From an optimization exercise on the open Yosys and OpenROAD flow, aimed at small area; shortcuts taken in it are not production practice.
Where RTL was checked, it was by simulation tests only, not by an equivalence proof against the original.
For run 2, only the layout was checked, not whether the RTL still works.
Power figures rest on the tool's default switching activity, not on a simulated workload.

$ cat flow/design.v
module soc16_regfile (
    input  wire        clk,
    input  wire [3:0]  ra_addr,
    output wire        ra_bit,
    input  wire [3:0]  rb_addr,
    output wire        rb_bit,
    input  wire        we,
    input  wire [3:0]  waddr,
    input  wire        wbit
);
    wire [15:0] outs;
    assign outs[0] = 1'b0;
    genvar i;
    generate
        for (i = 1; i < 16; i = i + 1) begin : g_reg
            reg [15:0] ring;
            always @(posedge clk)
                ring <= {(we && waddr == i) ? wbit : ring[0], ring[15:1]};
            assign outs[i] = ring[0];
        end
    endgenerate
    assign ra_bit = outs[ra_addr];
    assign rb_bit = outs[rb_addr];
endmodule
module soc16_divider (
    input  wire        is_div,
    input  wire        first,      
    input  wire [15:0] r,
    input  wire        qmsb,       
    input  wire [15:0] d,
    output wire [15:0] s,
    output wire        digit,      
    output wire        range_err   
);
    wire        sub = is_div ? (r[15] == d[15]) : first;
    wire        en  = is_div | qmsb;
    wire [17:0] xa = {r[15], r, is_div & qmsb};
    wire [17:0] xb;
    wire [18:0] c;
    wire [17:0] s18;
    assign c[0] = en & sub;
    genvar i;
    generate
        for (i = 0; i < 18; i = i + 1) begin : g_add
            assign xb[i]    = en & (d[(i < 16) ? i : 15] ^ sub);
            assign s18[i]   = xa[i] ^ xb[i] ^ c[i];
            assign c[i + 1] = (xa[i] & xb[i]) | (xa[i] & c[i]) | (xb[i] & c[i]);
        end
    endgenerate
    assign s         = s18[15:0];
    assign digit     = sub;
    assign range_err = !((s18[17:15] == 3'b000) || (s18[17:15] == 3'b111));
endmodule
module soc16_core (
    input  wire        clk,
    input  wire        rst,           
    input  wire [8:0]  code_size,     
    output wire        mem_req,
    output wire        mem_we,
    output wire [7:0]  mem_addr,
    output wire [15:0] mem_wdata,
    input  wire        mem_ready,
    input  wire [15:0] mem_rdata,
    output wire        in_req,
    input  wire        in_valid,
    input  wire        in_eof,
    input  wire        in_abort,
    input  wire [15:0] in_data,
    output wire        out_valid,
    output wire [15:0] out_data,
    input  wire        cancel,
    output wire        halted,
    output wire        faulted,
    output reg  [3:0]  fault_code,
    output wire [15:0] fault_pc,
    output wire [15:0] fault_word
);
    localparam [3:0] S_FETCH = 4'd0,    
                     S_WAIT  = 4'd1,    
                     S_P1    = 4'd2,    
                     S_END   = 4'd3,    
                     S_MEM   = 4'd4,    
                     S_IN    = 4'd5,    
                     S_WAITW = 4'd6,    
                     S_WB    = 4'd7,    
                     S_CMP   = 4'd8,    
                     S_HALT  = 4'd9,
                     S_FIR0  = 4'd12,   
                     S_FIR1  = 4'd13,   
                     S_FOOB  = 4'd14,   
                     S_FCAN  = 4'd15;   
    reg [3:0]  state;
    reg [3:0]  ph;
    reg [8:0]  pc;         
    reg [15:0] ir;
    reg [15:0] q;          
    reg [15:0] d;          
    reg [15:0] r;          
    reg        zf;         
    reg        sf;         
    reg        cy;         
    reg        pcy;        
    wire [3:0] op = ir[15:12];
    wire ph0  = (ph == 4'd0);
    wire ph15 = (ph == 4'd15);
    wire op_sys   = (op == 4'h0);
    wire op_mul   = (op == 4'h8);
    wire op_div   = (op == 4'h9);
    wire op_mod   = (op == 4'hA);
    wire op_dm    = op_div | op_mod;
    wire op_alu   = (op == 4'h1) | (op == 4'h5) | (op == 4'h6) | (op == 4'h7);
    wire op_3reg  = (op >= 4'h6) && (op <= 4'hA);
    wire op_mem   = (op == 4'h2) | (op == 4'h3) | (op == 4'h4);
    wire op_store = (op == 4'h3) | ((op == 4'h4) & ir[0]);
    wire a_bit, b_bit;
    wire [3:0] rb_addr = op_3reg ? ir[3:0] : ir[11:8];
    wire       rf_we;
    wire       wbit;
    soc16_regfile u_regfile (
        .clk     (clk),
        .ra_addr (ir[7:4]),
        .ra_bit  (a_bit),
        .rb_addr (rb_addr),
        .rb_bit  (b_bit),
        .we      (rf_we),
        .waddr   (ir[11:8]),
        .wbit    (wbit)
    );
    wire sext    = (op == 4'h1) | (op == 4'h5);
    wire imm_bit = ph[3] ? (sext & ir[7]) : ir[ph[2:0]];
    wire pc_bit  = ph[3] ? (ph[2:0] == 3'd0 && pc[8]) : pc[ph[2:0]];
    wire pcin    = ph0 | pcy;
    wire pcinc   = pc_bit ^ pcin;
    wire qs = (op_alu | (op_sys & !ir[0])) ? pcinc :
              (op_sys)                    ? b_bit :
              ((op == 4'h4) | op_3reg)    ? a_bit : imm_bit;
    wire [15:0] step_s;
    wire        step_digit;
    wire        step_err;
    soc16_divider u_divider (
        .is_div    (op_dm),
        .first     (ph0),
        .r         (r),
        .qmsb      (q[15]),
        .d         (d),
        .s         (step_s),
        .digit     (step_digit),
        .range_err (step_err)
    );
    wire r_zero = (r == 16'd0);
    wire dn_c   = !r_zero && (r[15] != d[15]);
    wire dn     = ph0 ? dn_c : sf;
    wire up     = zf;
    reg  sx, sy, scin;
    always @(*) begin
        sx = a_bit; sy = 1'b0; scin = 1'b0;
        if (state == S_WB) begin
            if (op_div) begin
                if (ph0) begin sx = !dn; sy = up; end
                else sx = sf;
            end else if (op_mod) begin
                sx = r[0]; sy = dn & d[0];
            end else if (op_mul) begin
                sx = r[0];
            end else begin
                sx = q[0];
            end
        end else begin
            if (sext) sx = imm_bit;
            if (op == 4'h5 || op == 4'h6) sy = b_bit;
            if (op == 4'h7) begin sy = !b_bit; scin = 1'b1; end
        end
    end
    wire cin  = ph0 ? scin : cy;
    wire sum  = sx ^ sy ^ cin;
    wire cout = (sx & sy) | (sx & cin) | (sy & cin);
    wire add_ovf = (sx == sy) && (sum != sx);       
    assign wbit  = (state == S_P1 && op == 4'hB) ? pcinc :
                   (sum & !(state == S_WB && op_mod && up));
    assign rf_we = (state == S_WB && !op_store && op < 4'hB) ||
                   (state == S_P1 && (op_alu || op == 4'hB));
    wire q_ovf = ((!q[0]) ^ cout) != sum;
    wire       lt_cs  = (q[8:0] < code_size);
    wire       q_hi0  = (q[15:9] == 7'd0);
    wire       tgt_ok = q_hi0 && lt_cs;
    wire       adr_ok = q_hi0 && !q[8] && !lt_cs;
    wire taken = (op == 4'hC) ? zf :
                 (op == 4'hD) ? !zf :
                 (op == 4'hE) ? (!zf && !d[15]) :
                 (op == 4'hF) ? d[15] : 1'b1;
    reg [3:0] nstate;
    reg       mreq;
    reg       q_pl;
    always @(*) begin
        nstate  = state;
        mreq    = 1'b0;
        q_pl    = 1'b0;
        case (state)
            S_FETCH: begin
                if (cancel)      nstate = S_FCAN;
                else if (!lt_cs) nstate = S_FOOB;
                else begin
                    mreq = 1'b1;
                    if (mem_ready) nstate = ph15 ? S_P1 : S_WAIT;
                end
            end
            S_WAIT:  if (ph15) nstate = S_P1;
            S_WAITW: if (ph15) nstate = S_WB;
            S_P1: if (ph15) begin
                if (op_sys) begin
                    if (ir[11:0] == 12'd0)     nstate = S_HALT;
                    else if (ir[7:0] == 8'h01) nstate = S_IN;
                    else if (ir[7:0] == 8'h02 || ir[7:0] == 8'h03) nstate = S_END;
                    else                       nstate = S_FIR0;
                end else if (op_alu) begin
                    nstate = ((op != 4'h1) && add_ovf) ? S_FIR0 : S_FETCH;
                end else if (op_mem) begin
                    nstate = S_MEM;
                end else if (op_mul) begin
                    nstate = S_CMP;
                end else if (op_dm) begin
                    nstate = (zf && !b_bit) ? S_FIR0 : S_CMP;
                end else begin
                    nstate = S_END;
                end
            end
            S_END: begin
                if (op_sys && !ir[0])  nstate = S_FETCH;      
                else if (!tgt_ok)      nstate = S_FIR0;       
                else if (taken)        nstate = S_FETCH;
                else                   nstate = S_WAITW;
            end
            S_MEM: begin
                if ((op == 4'h4 && ir[3:1] != 3'd0) || !adr_ok) nstate = S_FIR0;
                else begin
                    mreq = 1'b1;
                    if (mem_ready) begin
                        nstate = S_WAITW;
                        q_pl   = !op_store;
                    end
                end
            end
            S_IN: begin
                if (in_abort)      nstate = S_FIR0;
                else if (in_eof)   nstate = S_FIR1;
                else if (in_valid) begin nstate = S_WAITW; q_pl = 1'b1; end
            end
            S_CMP: if (ph15) begin
                if (op_mul && (sf || step_err)) nstate = S_FIR0;
                else nstate = S_WB;
            end
            S_WB: if (ph15) begin
                if (op_div && q_ovf) nstate = S_FIR1;
                else nstate = S_FETCH;
            end
            default: nstate = state;
        endcase
    end
    always @(posedge clk) begin
        if (rst) begin
            state <= S_FETCH;
            ph    <= 4'd0;
        end else begin
            state <= nstate;
            ph    <= ph + 4'd1;
        end
    end
    always @(posedge clk) begin
        if (state == S_FETCH) begin
            pc <= q[8:0];
            if (mem_ready) ir <= mem_rdata;
        end
        if (rst)
            q[8:0] <= 9'd0;
        else if (state == S_P1)
            q <= {qs, q[15:1]};
        else if (state == S_WB)
            q <= {pcinc, q[15:1]};
        else if (state == S_CMP)
            q <= {q[14:0], step_digit};
        else if (q_pl)
            q <= (state == S_IN) ? in_data : mem_rdata;
        if (state == S_P1 || state == S_WB)
            d <= {b_bit, d[15:1]};
        if (state == S_CMP)
            r <= step_s;
        else if (state == S_P1)
            r <= {16{a_bit & op_dm}};
        else
            r <= {1'b0, r[15:1]};
        if (state == S_P1)
            zf <= (ph0 | zf) & !b_bit;
        else if (state == S_CMP)
            zf <= (r_zero | zf) & !q[15] & d[15];
        if (state == S_P1)
            sf <= 1'b0;
        else if (state == S_CMP)
            sf <= sf | step_err;
        else if (state == S_WB)
            sf <= op_div ? q[0] : dn;
        cy  <= cout;
        pcy <= pc_bit & pcin;
    end
    assign mem_req   = mreq;
    assign mem_we    = (state == S_MEM) && op_store;
    assign mem_addr  = q[7:0];
    assign mem_wdata = d;
    assign in_req    = (state == S_IN);
    assign out_valid = (state == S_END) && op_sys && !ir[0];
    assign out_data  = d;
    assign halted    = (state == S_HALT);
    assign faulted   = (state[3:2] == 2'b11);
    assign fault_pc  = {7'd0, pc};
    assign fault_word = ir;
    always @(*) begin
        case (state)
            S_FOOB: fault_code = 4'd1;
            S_FCAN: fault_code = 4'd8;
            default: begin
                case (op)
                    4'h0:    fault_code = (ir[7:0] == 8'h01) ? ((state == S_FIR1) ? 4'd9 : 4'd8) :
                                          (ir[7:0] == 8'h03) ? 4'd3 : 4'd7;
                    4'h2, 4'h3: fault_code = 4'd4;
                    4'h4:    fault_code = (ir[3:1] != 3'd0) ? 4'd7 : 4'd4;
                    4'h9:    fault_code = (state == S_FIR1) ? 4'd6 : 4'd5;
                    4'hA:    fault_code = 4'd5;
                    4'hB, 4'hC, 4'hD, 4'hE, 4'hF: fault_code = 4'd3;
                    default: fault_code = 4'd6;
                endcase
            end
        endcase
    end
endmodule
$ cat flow/flow/run.sh
#!/bin/bash
# Layout: the standard ORFS flow, with two changes that only shrink
# buffering overhead:
#  - port buffers use the smallest buffer (sky130_fd_sc_hd__buf_1) instead of
#    the delay cell buffer_ports picks on its own;
#  - clock tree synthesis uses small clock buffers and inserts no dummy loads.
# Every input and output port still gets its buffer, and the clock reaches the
# registers through the synthesized clock tree.
set -euo pipefail
bash standard.sh \
  "BUFFER_PORTS_ARGS=-buffer_cell sky130_fd_sc_hd__buf_1" \
  "CTS_ARGS=-sink_clustering_enable -repair_clock_nets -dont_use_dummy_load -sink_clustering_size 10 -sink_clustering_max_diameter 50 -buf_list {sky130_fd_sc_hd__clkbuf_4}" \
  finish > standard_flow.log 2>&1
$ cat flow/standard.sh
#!/bin/bash
# synth_recipe.tcl (not shown) runs the flow's synth.tcl, then flattens the netlist and writes it again
# the make line also repeats each setting of config.mk as NAME=value (left out here)
make -C /OpenROAD-flow-scripts/flow DESIGN_CONFIG=/design/flow/config.mk WORK_HOME=/design/flow/orfs CLKGATE_MAP_FILE= SYNTH_SCRIPT=/design/flow/synth_recipe.tcl "${@:-finish}"
$ cat flow/config.mk
export PLATFORM = sky130hd
export DESIGN_NAME = soc16_core
export DESIGN_NICKNAME = soc16_core
export VERILOG_FILES = /design/flow/design.v
export SDC_FILE = /design/flow/constraint.sdc
export NUM_CORES = 4
export LEC_CHECK = 0
export ABC_AREA = 1
export CAP_MARGIN = 20
export CORE_MARGIN = 2
export CORE_UTILIZATION = 70
export SLEW_MARGIN = 20
$ cat flow/constraint.sdc
create_clock -name core_clock -period 16.0 [get_ports {clk}]
set_input_delay 3.2000 -clock core_clock [delete_from_list [all_inputs] [get_ports {clk}]]
set_output_delay 3.2000 -clock core_clock [all_outputs]
set_load 0.01 [all_outputs]
==> run notes, run 1 <==
* Post-DRT Antenna Nets at 0
* First-pass GRT wire length at slightly below 40 mm
* Dpl ws at ~6 ns
* Most Frequent Cell on Critical Path: fa_1
* Syn-to-layout area delta at 6.946%
* Total iterations of the first detailed-routing run at 7
* Root cell of the clock tree: clkbuf_4
* # rows at between 40 and 50
* Ant diodes at 0
* Count leader, synth: dfxtp_1
* Via count of the first global-routing pass at 7603
* Port bufs at 122
* Synth top area share at 0.4956
* Resized Gates After CTS at 0
* DP HPWL at approximately 18 mm
* Initial DRC count at approximately 570
* Leakage at between 4 and 5 nW
* FFs w/ async S/R, synth at 0
* Gpl congestion at 1.000
* Slew HR at 0.3402
* Fillers at roughly 1100
* Die Area at around 17000 um^2
* Setup TNS at 0 ns
* Yosys top cell by area: dfxtp_1
* Final setup viols at 0
* Fin. Hold Viols at 0
* Reg2reg start: ph[0]$_SDFF_PP0_
* Area of the multi-input gates at 3358 um^2
* CP endpoint kind: flip-flop
* Hold Path Stages at 0
* Crit-path leading delay family: adder cells
* Die height at about 130 um
* CP peak stage delay at approximately 0.55 ns
* Max Clk Rate at just under 100 MHz
* WL final at between 20 and 25 mm
* Sequential share of the synthesized area at 0.6275
* PwrDens at around 170 nW/um^2
* Final setup margin at between 5 and 6 ns
* Worst VDD drop at approximately 0.000094 V
* RSZ-0062 raised after global routing: no
* Clock Latency Late Sink at roughly 0.64 ns
* Hold buffer count at CTS at 0
* # IOs at 130
* Critical-path top delay cell: dfxtp_1
* Ranking of synthesized cells by area: dfxtp_1 (50%), edfxtp_1 (13%), nand2_1 (5.3%)
* Worst-path clk slew at roughly 0.11 ns
* CORE AREA at between 15000 and 20000 um^2
* Period utilization at 0.6301
* Cts bufs inserted at 39
* Via count at just under 8000
* Synth Flop Type: dfxtp_1
* HP Class: reg -> reg
* Max cap viols at 0
* Post-CTS Setup Bufs at 0
* Tmin final at 10.08 ns
* Register area at roughly 7000 um^2
* Wirelength per Cell at roughly 18 um
* Final Skew at between 0.04 and 0.05 ns
* Fin Hold WS at between 0.3 and 0.4 ns
* DRC viols at 0
* Largest net degree at the start of global routing at 28
* Reg2reg setup slack at 5.92 ns
* Cells after Synth at ~1100
* Mapped cell area at 11150 um^2
* Setup crit start kind: flip-flop
* Synth top cells by count: dfxtp_1 (276), nand2_1 (158), inv_1 (115)
* Crit path buffers/inverters at 7
* EDFF count, synth at slightly below 50
* Total number of H-tree levels at 2
* Ratio of cells with drive above 1 in the final layout at 0.06722
* Die width at approximately 130 um
* Status: timing/DRC/antenna clean
* Reg2reg path depth at 38
* Worst Hold Endpoint: u_regfile.g_reg[7].ring[14]$_DFF_P_
* Antenna violations before repair at 0
* Netlist cell types at 54
* Layout Utilization at 0.7589
* Final Max Tran Viols at 0
* Worst-Margin Slew at about 1 ns
* All-layer global routing usage at 0.2978
* Required @ worst endpoint at between 15 and 20 ns
* DR vias/cell at between 5 and 6
* Clock buffer depth at 3
* Worst hold path startpoint: u_regfile.g_reg[7].ring[15]$_DFF_P_
* Final nets at roughly 1300
* GR Overflow Total at 0
* CP Max Fanout at 17
* Sink Count at ~330
* R2r endpoint: state[1]$_SDFFE_PP0P_
* YS warnings at 2
* Register bit total from synthesis at about 330
* WS Path Type: reg -> reg
* Arr. time, crit path at around 11 ns
* Syn Area/Cell at approximately 10 um^2
* CTS tree: yes
* Initial core utilization at 0.7096
[cell families after synthesis]
logic type,Yosys count,share of synthesized area
flip-flops,325,0.6275
multiplexers,9,0.008080
XOR/XNOR,17,0.01335
AND/OR/NAND/NOR,362,0.1425
AO/OA/AOI/OAI,157,0.08910
adder cells (fa/ha/maj),30,0.04579
other,1,0.0003363
buffers and inverters,181,0.07328
[metal layers]
metal	wire length (um)	part of all wire	GRT usage	vias up
li1	-	-	-	3765
met1	10880	0.44	0.4018	3655
met2	11500	0.46	0.4783	362
met3	1791	0.072	0.06027	64
met4	716	0.029	0.1151	0
met5	0	0	0	-
[layout make-up]
class / instances / share of cell area
clock buffer: 39 / 0.02455
timing repair buffer: 131 / 0.04407
sequential: 325 / 0.5868
tap: 216 / 0.02267
multi-input combinational: 582 / 0.2816
inverter: 128 / 0.04029
[state kept, by name, indices dropped and copies added (netlist names)]
name	flops
sf	1
zf	1
d	16
ph	4
q	16
pc	9
r	16
ir	16
cy	1
pcy	1
state	4
u_regfile.g.ring	240
[how the worst max path moves through the flow]
stage / start / to / slack, ns / depth (start not counted)
after global placement: ph[0]$_SDFF_PP0_ / state[1]$_SDFFE_PP0P_ / 6.27 / 38
after CTS: ph[0]$_SDFF_PP0_ / state[1]$_SDFFE_PP0P_ / 5.97 / 38
after floorplan: ir[12]$_DFFE_PP_ / state[1]$_SDFFE_PP0P_ / 7.09 / 39
after global routing: ph[0]$_SDFF_PP0_ / state[1]$_SDFFE_PP0P_ / 5.33 / 38
after detailed placement: ph[0]$_SDFF_PP0_ / state[1]$_SDFFE_PP0P_ / 5.99 / 38
final: ph[0]$_SDFF_PP0_ / state[1]$_SDFFE_PP0P_ / 5.92 / 38
[stage by stage]
stage               cells  area, um^2  power, mW
finish               1421       11920      1.988
global route         1421       11920      2.109
CTS                  1421       11920      1.986
detailed placement   1382       11630      1.647
global placement     1382       11630      1.632
floorplan            1088       11170      1.470
[cells in the final DEF (no fill, tap or decap), types with 6 or more instances in the layout]
cell | Yosys | routed
a21oi_1 | 32 | 32
a221oi_1 | 7 | 7
a31oi_1 | 17 | 17
buf_1 | 2 | 122
buf_4 | 31 | 9
clkbuf_4 | 0 | 39
conb_1 | 1 | 7
dfxtp_1 | 276 | 276
edfxtp_1 | 49 | 49
fa_1 | 18 | 18
ha_1 | 12 | 12
inv_1 | 115 | 115
inv_2 | 10 | 10
mux2i_1 | 9 | 9
nand2_1 | 158 | 158
nand3_1 | 72 | 72
nand4_1 | 11 | 11
nor2_1 | 92 | 92
nor3_1 | 6 | 6
o211ai_1 | 26 | 26
o21ai_0 | 43 | 43
o21ai_1 | 8 | 8
xor2_1 | 15 | 15
[power by group]
group,internal (mW),switching [mW]
Combinational,0.204,0.410
Clock,0.113,0.234
Sequential,0.941,0.0870
==> inputs of run 2 (changes only) <==
--- a/flow/design.v
+++ b/flow/design.v
@@ -90,3 +90,4 @@
                      S_FOOB  = 4'd14,   
-                     S_FCAN  = 4'd15;   
+                     S_FCAN  = 4'd15,   
+                     S_NEXT  = 4'd10;   
     reg [3:0]  state;
@@ -95,3 +96,3 @@
     reg [15:0] ir;
-    reg [15:0] q;          
+    reg [15:0] q;
     reg [15:0] d;          
@@ -101,3 +102,2 @@
     reg        cy;         
-    reg        pcy;        
     wire [3:0] op = ir[15:12];
@@ -106,10 +106,11 @@
     wire op_sys   = (op == 4'h0);
-    wire op_mul   = (op == 4'h8);
     wire op_div   = (op == 4'h9);
     wire op_mod   = (op == 4'hA);
+    wire op_mul   = (op == 4'h8);
     wire op_dm    = op_div | op_mod;
-    wire op_alu   = (op == 4'h1) | (op == 4'h5) | (op == 4'h6) | (op == 4'h7);
+    wire op_arith = (op == 4'h5) | (op == 4'h6) | (op == 4'h7);
     wire op_3reg  = (op >= 4'h6) && (op <= 4'hA);
+    wire op_ctl   = (op >= 4'hB);
     wire op_mem   = (op == 4'h2) | (op == 4'h3) | (op == 4'h4);
-    wire op_store = (op == 4'h3) | ((op == 4'h4) & ir[0]);
+    wire op_useA  = (op == 4'h4) | op_3reg;
     wire a_bit, b_bit;
@@ -131,7 +132,3 @@
     wire pc_bit  = ph[3] ? (ph[2:0] == 3'd0 && pc[8]) : pc[ph[2:0]];
-    wire pcin    = ph0 | pcy;
-    wire pcinc   = pc_bit ^ pcin;
-    wire qs = (op_alu | (op_sys & !ir[0])) ? pcinc :
-              (op_sys)                    ? b_bit :
-              ((op == 4'h4) | op_3reg)    ? a_bit : imm_bit;
+    wire xs = op_sys ? b_bit : (op_useA ? a_bit : imm_bit);
     wire [15:0] step_s;
@@ -149,9 +146,9 @@
     );
-    wire r_zero = (r == 16'd0);
-    wire dn_c   = !r_zero && (r[15] != d[15]);
-    wire dn     = ph0 ? dn_c : sf;
-    wire up     = zf;
+    wire dn_c = (r != 16'd0) && (r[15] != d[15]);    
+    wire up_c = (r == d);                           
+    wire dn   = ph0 ? dn_c : sf;
+    wire up   = ph0 ? up_c : zf;
     reg  sx, sy, scin;
     always @(*) begin
-        sx = a_bit; sy = 1'b0; scin = 1'b0;
+        sx = xs; sy = 1'b0; scin = 1'b0;
         if (state == S_WB) begin
@@ -159,3 +156,3 @@
                 if (ph0) begin sx = !dn; sy = up; end
-                else sx = sf;
+                else sx = q[0];
             end else if (op_mod) begin
@@ -168,3 +165,3 @@
         end else begin
-            if (sext) sx = imm_bit;
+            if (op == 4'hB) begin sx = pc_bit; scin = 1'b1; end
             if (op == 4'h5 || op == 4'h6) sy = b_bit;
@@ -177,7 +174,6 @@
     wire add_ovf = (sx == sy) && (sum != sx);       
-    assign wbit  = (state == S_P1 && op == 4'hB) ? pcinc :
-                   (sum & !(state == S_WB && op_mod && up));
-    assign rf_we = (state == S_WB && !op_store && op < 4'hB) ||
-                   (state == S_P1 && (op_alu || op == 4'hB));
-    wire q_ovf = ((!q[0]) ^ cout) != sum;
+    assign wbit  = sum & !(state == S_WB && op_mod && up);
+    assign rf_we = (state == S_WB) ||
+                   (state == S_P1 && (op == 4'h1 || op_arith || op == 4'hB));
+    wire q_ovf = ((!q[1]) ^ cout) != sum;
     wire       lt_cs  = (q[8:0] < code_size);
@@ -190,3 +186,5 @@
                  (op == 4'hF) ? d[15] : 1'b1;
+    wire [8:0] pc_inc = pc + 9'd1;
     reg [3:0] nstate;
+    reg       pc_step;
     reg       mreq;
@@ -195,2 +193,3 @@
         nstate  = state;
+        pc_step = 1'b0;
         mreq    = 1'b0;
@@ -214,4 +213,7 @@
                     else                       nstate = S_FIR0;
-                end else if (op_alu) begin
-                    nstate = ((op != 4'h1) && add_ovf) ? S_FIR0 : S_FETCH;
+                end else if (op == 4'h1) begin
+                    nstate = S_FETCH; pc_step = 1'b1;
+                end else if (op_arith) begin
+                    if (add_ovf) nstate = S_FIR0;
+                    else begin nstate = S_FETCH; pc_step = 1'b1; end
                 end else if (op_mem) begin
@@ -227,6 +229,10 @@
             S_END: begin
-                if (op_sys && !ir[0])  nstate = S_FETCH;      
-                else if (!tgt_ok)      nstate = S_FIR0;       
-                else if (taken)        nstate = S_FETCH;
-                else                   nstate = S_WAITW;
+                if (op_sys && ir[1:0] == 2'd2) begin         
+                    nstate = S_FETCH; pc_step = 1'b1;
+                end else if (!tgt_ok) begin                  
+                    nstate = S_FIR0;
+                end else begin
+                    nstate = S_FETCH;
+                    if (!taken) pc_step = 1'b1;
+                end
             end
@@ -237,4 +243,4 @@
                     if (mem_ready) begin
-                        nstate = S_WAITW;
-                        q_pl   = !op_store;
+                        if (mem_we) begin nstate = S_FETCH; pc_step = 1'b1; end
+                        else begin nstate = S_WAITW; q_pl = 1'b1; end
                     end
@@ -253,4 +259,5 @@
                 if (op_div && q_ovf) nstate = S_FIR1;
-                else nstate = S_FETCH;
+                else begin nstate = S_FETCH; pc_step = 1'b1; end
             end
+            S_NEXT: begin nstate = S_FETCH; pc_step = 1'b1; end
             default: nstate = state;
@@ -260,4 +267,5 @@
         if (rst) begin
-            state <= S_FETCH;
+            state <= S_NEXT;
             ph    <= 4'd0;
+            pc    <= 9'h1FF;
         end else begin
@@ -265,2 +273,3 @@
             ph    <= ph + 4'd1;
+            if (state == S_FETCH) pc <= q[8:0];
         end
@@ -268,14 +277,12 @@
     always @(posedge clk) begin
-        if (state == S_FETCH) begin
-            pc <= q[8:0];
-            if (mem_ready) ir <= mem_rdata;
-        end
-        if (rst)
-            q[8:0] <= 9'd0;
+        if (state == S_FETCH && mem_ready)
+            ir <= mem_rdata;
+        if (pc_step)
+            q <= {7'd0, pc_inc};
         else if (state == S_P1)
-            q <= {qs, q[15:1]};
-        else if (state == S_WB)
-            q <= {pcinc, q[15:1]};
+            q <= {xs, q[15:1]};
         else if (state == S_CMP)
             q <= {q[14:0], step_digit};
+        else if (state == S_WB && !(op_div && ph0))
+            q <= {1'b0, q[15:1]};
         else if (q_pl)
@@ -287,3 +294,3 @@
         else if (state == S_P1)
-            r <= {16{a_bit & op_dm}};
+            r <= {16{xs & op_dm}};
         else
@@ -292,4 +299,4 @@
             zf <= (ph0 | zf) & !b_bit;
-        else if (state == S_CMP)
-            zf <= (r_zero | zf) & !q[15] & d[15];
+        else if (state == S_WB && ph0)
+            zf <= up_c;
         if (state == S_P1)
@@ -298,9 +305,9 @@
             sf <= sf | step_err;
-        else if (state == S_WB)
-            sf <= op_div ? q[0] : dn;
-        cy  <= cout;
-        pcy <= pc_bit & pcin;
+        else if (state == S_WB && ph0)
+            sf <= dn_c;
+        cy <= cout;
     end
     assign mem_req   = mreq;
-    assign mem_we    = (state == S_MEM) && op_store;
+    assign mem_we    = (state == S_MEM) &&
+                       (op == 4'h3 || (op == 4'h4 && ir[0]));
     assign mem_addr  = q[7:0];
@@ -308,4 +315,4 @@
     assign in_req    = (state == S_IN);
-    assign out_valid = (state == S_END) && op_sys && !ir[0];
-    assign out_data  = d;
+    assign out_valid = (state == S_END) && op_sys && (ir[1:0] == 2'd2);
+    assign out_data  = q;
     assign halted    = (state == S_HALT);
--- a/flow/flow/run.sh
+++ b/flow/flow/run.sh
@@ -11,3 +11,3 @@
   "BUFFER_PORTS_ARGS=-buffer_cell sky130_fd_sc_hd__buf_1" \
-  "CTS_ARGS=-sink_clustering_enable -repair_clock_nets -dont_use_dummy_load -sink_clustering_size 10 -sink_clustering_max_diameter 50 -buf_list {sky130_fd_sc_hd__clkbuf_4}" \
+  "CTS_ARGS=-sink_clustering_enable -repair_clock_nets -dont_use_dummy_load -buf_list {sky130_fd_sc_hd__clkbuf_4 sky130_fd_sc_hd__clkbuf_8}" \
   finish > standard_flow.log 2>&1
--- a/flow/config.mk
+++ b/flow/config.mk
@@ -7,6 +7,5 @@
 export LEC_CHECK = 0
-export ABC_AREA = 1
 export CAP_MARGIN = 20
 export CORE_MARGIN = 2
-export CORE_UTILIZATION = 70
+export CORE_UTILIZATION = 40
 export SLEW_MARGIN = 20
==> run 2 against run 1 <==
  * Area after synthesis grew 6.4%
  * Wire length grew 19%
  * Sequential power is essentially flat
  * Critical path depth shrank 2
  * Design area grew 11%
  * Total power grew 11%
  * Worst setup slack lost 0.73 ns
  * Clock power grew 55%
  * Die area grew 83%
  * Final cell count grew 10%
==> run notes, run 2 <==
* HP Class: reg -> reg
* Reg power frac at 0.470 (-0.047)
* Via count of the first global-routing pass at 7987 (+5.1%)
* Port bufs at 122 (unchanged)
* Synth Flop Type: dfxtp_1
* DR vias/cell at 5.377 (-2.6%)
* Clock network power share at 0.244 (+0.070)
* Netlist cell types at 79 (+46%)
* Required @ worst endpoint at 16.38 ns (-0.16 ns)
* Synth top cells by count: dfxtp_1 (282), nand2_1 (83), nor2_1 (73)
* Initial DRC count at 763 (+34%)
* Critical-path top delay cell: edfxtp_1
* CP endpoint kind: flip-flop
* Combinational share of power at 0.286 (-0.023)
* Initial core utilization at 0.4033 (-0.3063)
* WL final at 29.55 mm (+19%)
* Sw Pwr at 0.7602 mW (+4.1%)
* Final Max Tran Viols at 0 (unchanged)
* Ranking of synthesized cells by area: dfxtp_1 (48%), edfxtp_1 (11%), fa_1 (3.0%)
* Sink Count at 324 (-0.31%)
* # IOs at 130 (unchanged)
* YS warnings at 2 (unchanged)
* FFs w/ async S/R, synth at 0 (unchanged)
* All-layer global routing usage at 0.1895 (-0.1083)
* Register bit total from synthesis at 324 (-0.31%)
* CP Max Fanout at 23 (+6)
* Gpl congestion at 0.9299 (-7.0%)
* CP peak stage delay at 0.80 ns (+0.25 ns)
* Yosys top cell by area: dfxtp_1
* Final Skew at 0.07190 ns (+0.02819 ns)
* PwrDens at 166.4 nW/um^2 (-0.18%)
* EDFF count, synth at 42 (-14%)
* Sw Ratio at 0.3449 (-0.02252)
* Cts bufs inserted at 50 (+28%)
* Period utilization at 0.6760 (+0.04593)
* Mapped cell area at 11860 um^2 (+6.4%)
* Count leader, synth: dfxtp_1
* Post-CTS Setup Bufs at 0 (unchanged)
* Ratio of cells with drive above 1 in the final layout at 0.09292 (+0.02570)
* Syn-to-layout area delta at 11.67%
* Max cap viols at 0 (unchanged)
* Worst-Margin Slew at 1.079 ns (+0.09047 ns)
* CORE AREA at 29400 um^2 (+87%)
* Die width at 176.2 um (+35%)
* Synth top area share at 0.4760 (-0.01952)
* Status: timing/DRC/antenna clean
* CTS tree: yes
* Reg with most FFs: u_regfile.g.ring
* Post-DRT Antenna Nets at 0 (unchanged)
* Total number of H-tree levels at 2 (unchanged)
* # rows at 63 (+37%)
* Reg2reg setup slack at 5.18 ns (-0.73 ns)
* Die height at 176.2 um (+35%)
* Arr. time, crit path at 11.20 ns (+0.58 ns)
* Final setup viols at 0 (unchanged)
* Via count at 8404 (+7.1%)
* Most Frequent Cell on Critical Path: fa_1
* Ant diodes at 0 (unchanged)
* Tmin final at 10.82 ns (+0.7348 ns)
* Most common cell after layout, fill and taps aside: dfxtp_1
* Antenna violations before repair at 0 (unchanged)
* Sequential share of the synthesized area at 0.5824 (-0.04514)
* Worst VDD drop at 0.00008936 V (-5.1%)
* Total iterations of the first detailed-routing run at 5 (-2)
* Clock buffer depth at 3 (unchanged)
* Cells after Synth at 1054 (-2.6%)
* Syn Area/Cell at 11.25 um^2 (+9.2%)
* Resized Gates After CTS at 0 (unchanged)
* Clock Latency Late Sink at 0.57 ns (-0.07 ns)
* DRC viols at 0 (unchanged)
* WS Path Type: reg -> reg
* Fin. Hold Viols at 0 (unchanged)
* First-pass GRT wire length at 45.62 mm (+18%)
* Max Clk Rate at 92.46 MHz (-6.8%)
* DP HPWL at 20.87 mm (+14%)
* Number of flip-flops in the largest register at 240 (unchanged)
* Hold buffer count at CTS at 0 (unchanged)
* Final nets at 1253 (-2.5%)
* Worst-path clk slew at 0.06 ns (-0.05 ns)
* Leakage at 5.034 nW (+2.2%)
* GR Overflow Total at 0 (unchanged)
* RSZ-0062 raised after global routing: no
* Largest net degree at the start of global routing at 34 (+21%)
* Slew HR at 0.2750 (-0.06512)
* Setup TNS at 0 ns (unchanged)
* Setup crit start kind: flip-flop
* Die Area at 31040 um^2 (+83%)
* Tot Pwr at 2.204 mW (+11%)
* Cell Int Power at 1.444 mW (+15%)
* Root cell of the clock tree: clkbuf_8
* Most frequent cells in the layout: dfxtp_1 (282), buf_1 (122), nand2_1 (83)
* Wirelength per Cell at 18.91 um (+7.9%)
-- run 2: changes by cell type in the layout (fill, tap and decap cells not counted), moves of 29 or more --
cell      before  now
xnor2_1        2   31
inv_1        115   42
clkbuf_8       0   50
clkbuf_4      39    0
nand3_1       72   24
nand2_1      158   83
-- run 2: power by group through the flow --
stage / Sequential [mW] / Combinational [mW] / Clock, mW
floorplan: 1.01 / 0.473 / 0
global placement: 1.05 / 0.612 / 0
detailed placement: 1.05 / 0.621 / 0
CTS: 1.03 / 0.626 / 0.559
global route: 1.05 / 0.700 / 0.591
finish: 1.04 / 0.629 / 0.538
-- run 2: worst max-delay path, delay by kind of cell (launching register included) --
family	cells	cell delay (ns)
xor gates and xnor gates	1	0.08
buffers and inverters	4	0.48
DFF	1	0.80
and+or+nand+nor	6	1.07
adders and majority gates	17	6.37
muxes	1	0.14
AOI/OAI and AO/OA	7	1.72
-- run 2: kinds of logic after synthesis --
kind of cell             synth area share
buffers and inverters             0.04231
AO/OA/AOI/OAI                      0.1249
AND/OR/NAND/NOR                    0.1144
XOR/XNOR                          0.03693
adder cells (fa/ha/maj)           0.04305
other                           0.0003162
multiplexers                      0.05571
flip-flops                         0.5824
-- run 2: final timing paths --
check,startpoint,end,depth (start not counted)
worst min register to register,u_regfile.g_reg[8].ring[1]$_DFF_P_,u_regfile.g_reg[8].ring[0]$_DFF_P_,0
worst max register to register,ir[15]$_DFFE_PP_,state[1]$_SDFFE_PP1P_,36
worst min-delay path,u_regfile.g_reg[8].ring[1]$_DFF_P_,u_regfile.g_reg[8].ring[0]$_DFF_P_,0
worst max-delay path,ir[15]$_DFFE_PP_,state[1]$_SDFFE_PP1P_,36
-- run 2: final cells by class --
class	instances	area [um^2]
tap	390	488.0
timing repair buffer	129	510.5
clock buffer	50	688.2
fill	2795	16160
multi-input combinational	628	4492
inverter	42	157.7
sequential	324	6907
-- run 2: per-layer routing --
layer | global-route usage | up-vias | part of all wire
met5 | 0 | - | 0
li1 | - | 3941 | -
met2 | 0.2786 | 338 | 0.43
met4 | 0.06198 | 0 | 0.024
met3 | 0.04264 | 60 | 0.080
met1 | 0.2758 | 4065 | 0.46
-- run 2: per-stage QoR --
| step | std cells | cell area (um^2) | hold slack (ns) | setup WS, ns | utilization |
|---|---|---|---|---|---|
| after floorplan | 1060 | 11880 | 0.3096 | 6.113 | - |
| after global placement | 1513 | 12550 | 0.3099 | 5.562 | 0.4269 |
| after detailed placement | 1513 | 12550 | 0.3121 | 5.334 | 0.4269 |
| after CTS | 1563 | 13240 | 0.2725 | 5.250 | 0.4503 |
| after global routing | 1563 | 13240 | 0.2815 | 4.621 | 0.4504 |
| final | 1563 | 13240 | 0.2800 | 5.184 | 0.4504 |

port drivers added, routing unchanged:
Ports are ideal in the flow. The routed layouts listed here were re-timed in OpenROAD.
Step 1: set_driving_cell puts a clkbuf_16 on clk and a buf_2 on each other input, an assumption about the parent block.
Step 2 moves the port delays by t, midway between the first and last clock arrival at a register: inputs arrive t later, outputs are due t later. That takes back most of the time a late clock gives input paths.
a / b / c = ideal ports / drivers / drivers and shift; a / b = the first two.
run | shift t [ns] | slack for setup (ns) | hold slack, ns
run 1 | 0.651 | 5.919 / 5.919 / 5.919 | 0.320 / 0.320 / 0.320
run 2 | 0.577 | 5.184 / 5.184 / 5.184 | 0.280 / 0.280 / 0.280
After both steps every run listed still meets setup and hold.
